Context: an optimization exercise on an open-source flow, tuned for small area, a short achievable clock period and few clock cycles. The choices shown serve that exercise and are no tape-out recipe.
Function was checked by simulation only, so behaviour that the tests miss may differ from the original.
No activity file was given, so power comes from the tool's default toggle rates.

## lane 1
// crc8_framer
module crc8_framer (
    input  wire         clk,
    input  wire         rst,
    input  wire         rx_valid,
    input  wire [7:0]   rx_data,
    output wire         rx_ready,
    output wire         tx_valid,
    output wire [7:0]   tx_data,
    input  wire         tx_ready,
    input  wire         cmd_valid,
    output wire         cmd_ready,
    input  wire [7:0]   cmd_code,
    input  wire [7:0]   cmd_arg,
    input  wire [151:0] cmd_pkt,
    output reg          res_valid,
    output reg          res_ok,
    output reg  [31:0]  res_word,
    output reg  [151:0] res_pkt,
    output wire         pkt_avail,
    output wire         q_full
);
For scale: about 5,700 cells after synthesis, ~2,900 flip-flops, ~380 I/O pins, ~79,000 µm² of cells after synthesis.
==> flow/config.mk <==
export PLATFORM = sky130hd
export DESIGN_NAME = crc8_framer
export DESIGN_NICKNAME = crc8_framer
export VERILOG_FILES = /design/flow/design.v
export SDC_FILE = /design/flow/constraint.sdc
export NUM_CORES = 4
export LEC_CHECK = 0
export CAP_MARGIN = 20
export CORE_MARGIN = 2
export CORE_UTILIZATION = 65
export CTS_CLUSTER_DIAMETER = 100
export CTS_CLUSTER_SIZE = 24
export PLACE_DENSITY = 0.72
export SETUP_SLACK_MARGIN = 5
export SLEW_MARGIN = 20
export TNS_END_PERCENT = 10
==> flow/constraint.sdc <==
create_clock -name core_clock -period 8.0 [get_ports {clk}]
set_input_delay 1.6000 -clock core_clock [delete_from_list [all_inputs] [get_ports {clk}]]
set_output_delay 1.6000 -clock core_clock [all_outputs]
set_load 0.01 [all_outputs]
run.sh (not shown) runs the stock make flow with config.mk's settings and CLKGATE_MAP_FILE= SYNTH_SCRIPT=/design/flow/synth_recipe.tcl, a recipe that flattens the netlist after the stock synthesis.
Lane 1: all stages complete, timing, DRC and antenna checks passed
Testbench counts of lane 1, summed over its fixed seeds: cycles 9,983.
Input-level comparison between lane 2 and lane 1:
--- a/flow/config.mk
+++ b/flow/config.mk
@@ -10,4 +10,4 @@
 export CORE_UTILIZATION = 65
-export CTS_CLUSTER_DIAMETER = 100
-export CTS_CLUSTER_SIZE = 24
+export CTS_CLUSTER_DIAMETER = 90
+export CTS_CLUSTER_SIZE = 28
 export PLACE_DENSITY = 0.72
@@ -15,2 +15 @@
 export SLEW_MARGIN = 20
-export TNS_END_PERCENT = 10
==> comparison <==
- Comparing path length in cells of the critical path for lane 1 and lane 2, the bigger number came from lane 2.
- Changes observed in lane 2 relative to lane 1: core utilization up 0.36 points, fmax shows an increase of about 3.7%.
- Sequential share of layout area down 0.17 points in lane 2 wrt lane 1
- Lane 1 reports its critical-path cell with the highest stage delay as sky130_fd_sc_hd__o41ai_4 while lane 2 reports sky130_fd_sc_hd__or4bb_4.
- Summary of lane 2 over lane 1: fraction of power consumed by combinational cells has increased; portion of netlist area occupied by mux cells has remained practically unchanged; register share of total power has increased.
The following lists how lane 3 was set up differently from lane 2:
--- a/flow/config.mk
+++ b/flow/config.mk
@@ -10,4 +10,2 @@
 export CORE_UTILIZATION = 65
-export CTS_CLUSTER_DIAMETER = 90
-export CTS_CLUSTER_SIZE = 28
 export PLACE_DENSITY = 0.72
Lane 3 ended up with a higher cell area than lane 2 did.
Summary of lane 3 over lane 2: number of filler instances in the final layout lost 971, final-report max-slew violation count barely changed, final cycle utilization of the critical path closely matched the old numbers, post-synth net total closely matched the old numbers, routed length on met3 higher.
Lane 3 reports its critical-path cell with the highest stage delay as sky130_fd_sc_hd__dfxtp_2 while lane 2 reports sky130_fd_sc_hd__or4bb_4.
Lane 3 ended with more global-route wire length before repair than lane 2.
The layout from lane 3, despite a flow that completed every stage, fails the layout checks, with the failing checks listed as antenna violations.
Lane 2 → lane 3: fraction of layout cells with a size suffix above 1 moved up; routed wire length shows an increase of 18,000 µm.
Of the two candidates, lane 2 has the better worst setup slack and lane 3 the worse one.
The following lists how lane 4 was set up differently from lane 3:
--- a/flow/config.mk
+++ b/flow/config.mk
@@ -9,4 +9,6 @@
 export CORE_MARGIN = 2
-export CORE_UTILIZATION = 65
-export PLACE_DENSITY = 0.72
+export CORE_UTILIZATION = 70
+export CTS_CLUSTER_DIAMETER = 90
+export CTS_CLUSTER_SIZE = 28
+export PLACE_DENSITY = 0.76
 export SETUP_SLACK_MARGIN = 5
==> comparison <==
Of lane 3 and lane 4, just one finished clean: lane 4.
In lane 4 the smallest hold slack turned out 0.034 ns higher than in lane 3.
Run comparison: lane 4 worst setup path startpoint e_rxt[1]$_DFF_P_; lane 3 worst setup path startpoint e_txt[0]$_DFF_P_
In lane 4, the clock-pin transition on the worst setup and hold timing paths came out 0.04 ns above the value in lane 3.
In lane 4, final standard cell area without fillers is lower than in lane 3.
Delta (lane 4 minus lane 3): vertical die dimension has decreased, detailed-routing wirelength on met1 -3800 µm, post-layout worst setup margin moved down.
In the tables for lane 3 and lane 4, buffers inserted during post-CTS setup optimization reads higher with lane 3.
Against lane 3, lane 4 comes in 9100 µm² lower on area of the core region.
What lane 5 does differently from lane 4 at the input level:
--- a/flow/config.mk
+++ b/flow/config.mk
@@ -9,6 +9,6 @@
 export CORE_MARGIN = 2
-export CORE_UTILIZATION = 70
+export CORE_UTILIZATION = 65
 export CTS_CLUSTER_DIAMETER = 90
 export CTS_CLUSTER_SIZE = 28
-export PLACE_DENSITY = 0.76
+export PLACE_DENSITY = 0.66
 export SETUP_SLACK_MARGIN = 5
[summary]
- The highest clock rate reported for lane 5 is smaller than that of lane 4 by about 0.9%.
- In the reports for lane 4 and lane 5, the smaller pin slew with the least headroom to its limit belongs to lane 4.
- Measured against each other, lane 4 and lane 5 differ in met1 routing resource usage after global routing, the higher figure coming from lane 4.
- Max power share of the clock group across lane 4 and lane 5: lane 4
- Worst setup skew after layout was lower in the run labelled lane 4.
- Lane 5 vs. lane 4: count of plain and timing-repair buffers did not really move, final global-route overflow total has remained practically unchanged.

========
crc8_framer again, from the RTL that the note above started with.
export LEC_CHECK = 0
export CAP_MARGIN = 20
export CORE_MARGIN = 2
export CORE_UTILIZATION = 65
export CTS_CLUSTER_DIAMETER = 100
export CTS_CLUSTER_SIZE = 24
export PLACE_DENSITY = 0.72
export SETUP_SLACK_MARGIN = 5
export SLEW_MARGIN = 20
create_clock -name core_clock -period 8.0 [get_ports {clk}]
Testbench counts at the start, summed over its fixed seeds: cycles 9,983.
Rerun with:
- CORE_UTILIZATION: 65 -> 50
- CTS_CLUSTER_DIAMETER: 100 -> not set
- CTS_CLUSTER_SIZE: 24 -> not set
- PLACE_DENSITY: 0.72 -> not set
After rerunning: Power is higher by 23%. Via count is higher by about 0.44%. Design area is higher by 7.7%. Die area is higher by 30%. Setup slack is worse by 0.062 ns. Combinational power is higher by about 10%. Final cell count is higher by about 10%. Area after synthesis stays the same. Critical path depth is lower by 6. Core utilization is lower by 13 points.

========
crc8_framer again, from the RTL that the note above started with.
Settings: LEC_CHECK=0, ABC_CLOCK_PERIOD_IN_PS=2000, CAP_MARGIN=20, CORE_MARGIN=2, CORE_UTILIZATION=65, CTS_CLUSTER_DIAMETER=90, CTS_CLUSTER_SIZE=28, PLACE_DENSITY=0.72, SETUP_SLACK_MARGIN=5, SLEW_MARGIN=20; clock period 8.0 ns.
The starting point passed the timing, design-rule and antenna checks.
Testbench counts at the start, summed over its fixed seeds: cycles 9,983.
==> next run, changes <==
- ABC_CLOCK_PERIOD_IN_PS: 2000 -> not set
- CAP_MARGIN: 20 -> 10
- SLEW_MARGIN: 20 -> 10
Worst setup slack stays the same. First-iteration DRC count is unchanged. Utilization does not change. Routed wire length does not change. Power does not change. Sequential power stays flat. Clock power barely changes. Final area stays the same. Final cell count does not change. Sequential share of layout area stays the same.

port drivers added, routing unchanged:
In the flow no input, the clock included, has a driving cell. The finished layouts below were timed again as built, in two steps. Step 1 assumes that a clkbuf_16 drives the clock port and a buf_2 every other input. Step 2 adds t to the input delays and takes it off the output delays; t is the mean of the earliest and latest rising clock arrival at the registers after step 1. Input paths then give back, and output paths get back, about the clock's delay inside the block. a / b / c = no drivers / after step 1 / after step 2; a / b = the first two.
run	shift t [ns]	slack for setup (ns)	latest minus earliest clock arrival (ns)
lane 1	0.865	4.856 / 4.770 / 3.905	0.073 / 0.073
lane 2	0.845	4.969 / 4.823 / 3.978	0.068 / 0.068
lane 3	0.900	4.961 / 4.904 / 4.004	0.082 / 0.083
lane 4	0.829	4.944 / 4.835 / 4.006	0.067 / 0.066
lane 5	0.833	4.916 / 4.900 / 4.067	0.074 / 0.074
the first run of note 2	0.858	4.974 / 4.856 / 3.998	0.064 / 0.064
the second run of note 2	0.960	4.911 / 4.831 / 3.925	0.105 / 0.105
the first run of note 3	0.845	4.969 / 4.823 / 3.978	0.068 / 0.068
the second run of note 3	0.845	4.969 / 4.823 / 3.978	0.068 / 0.068
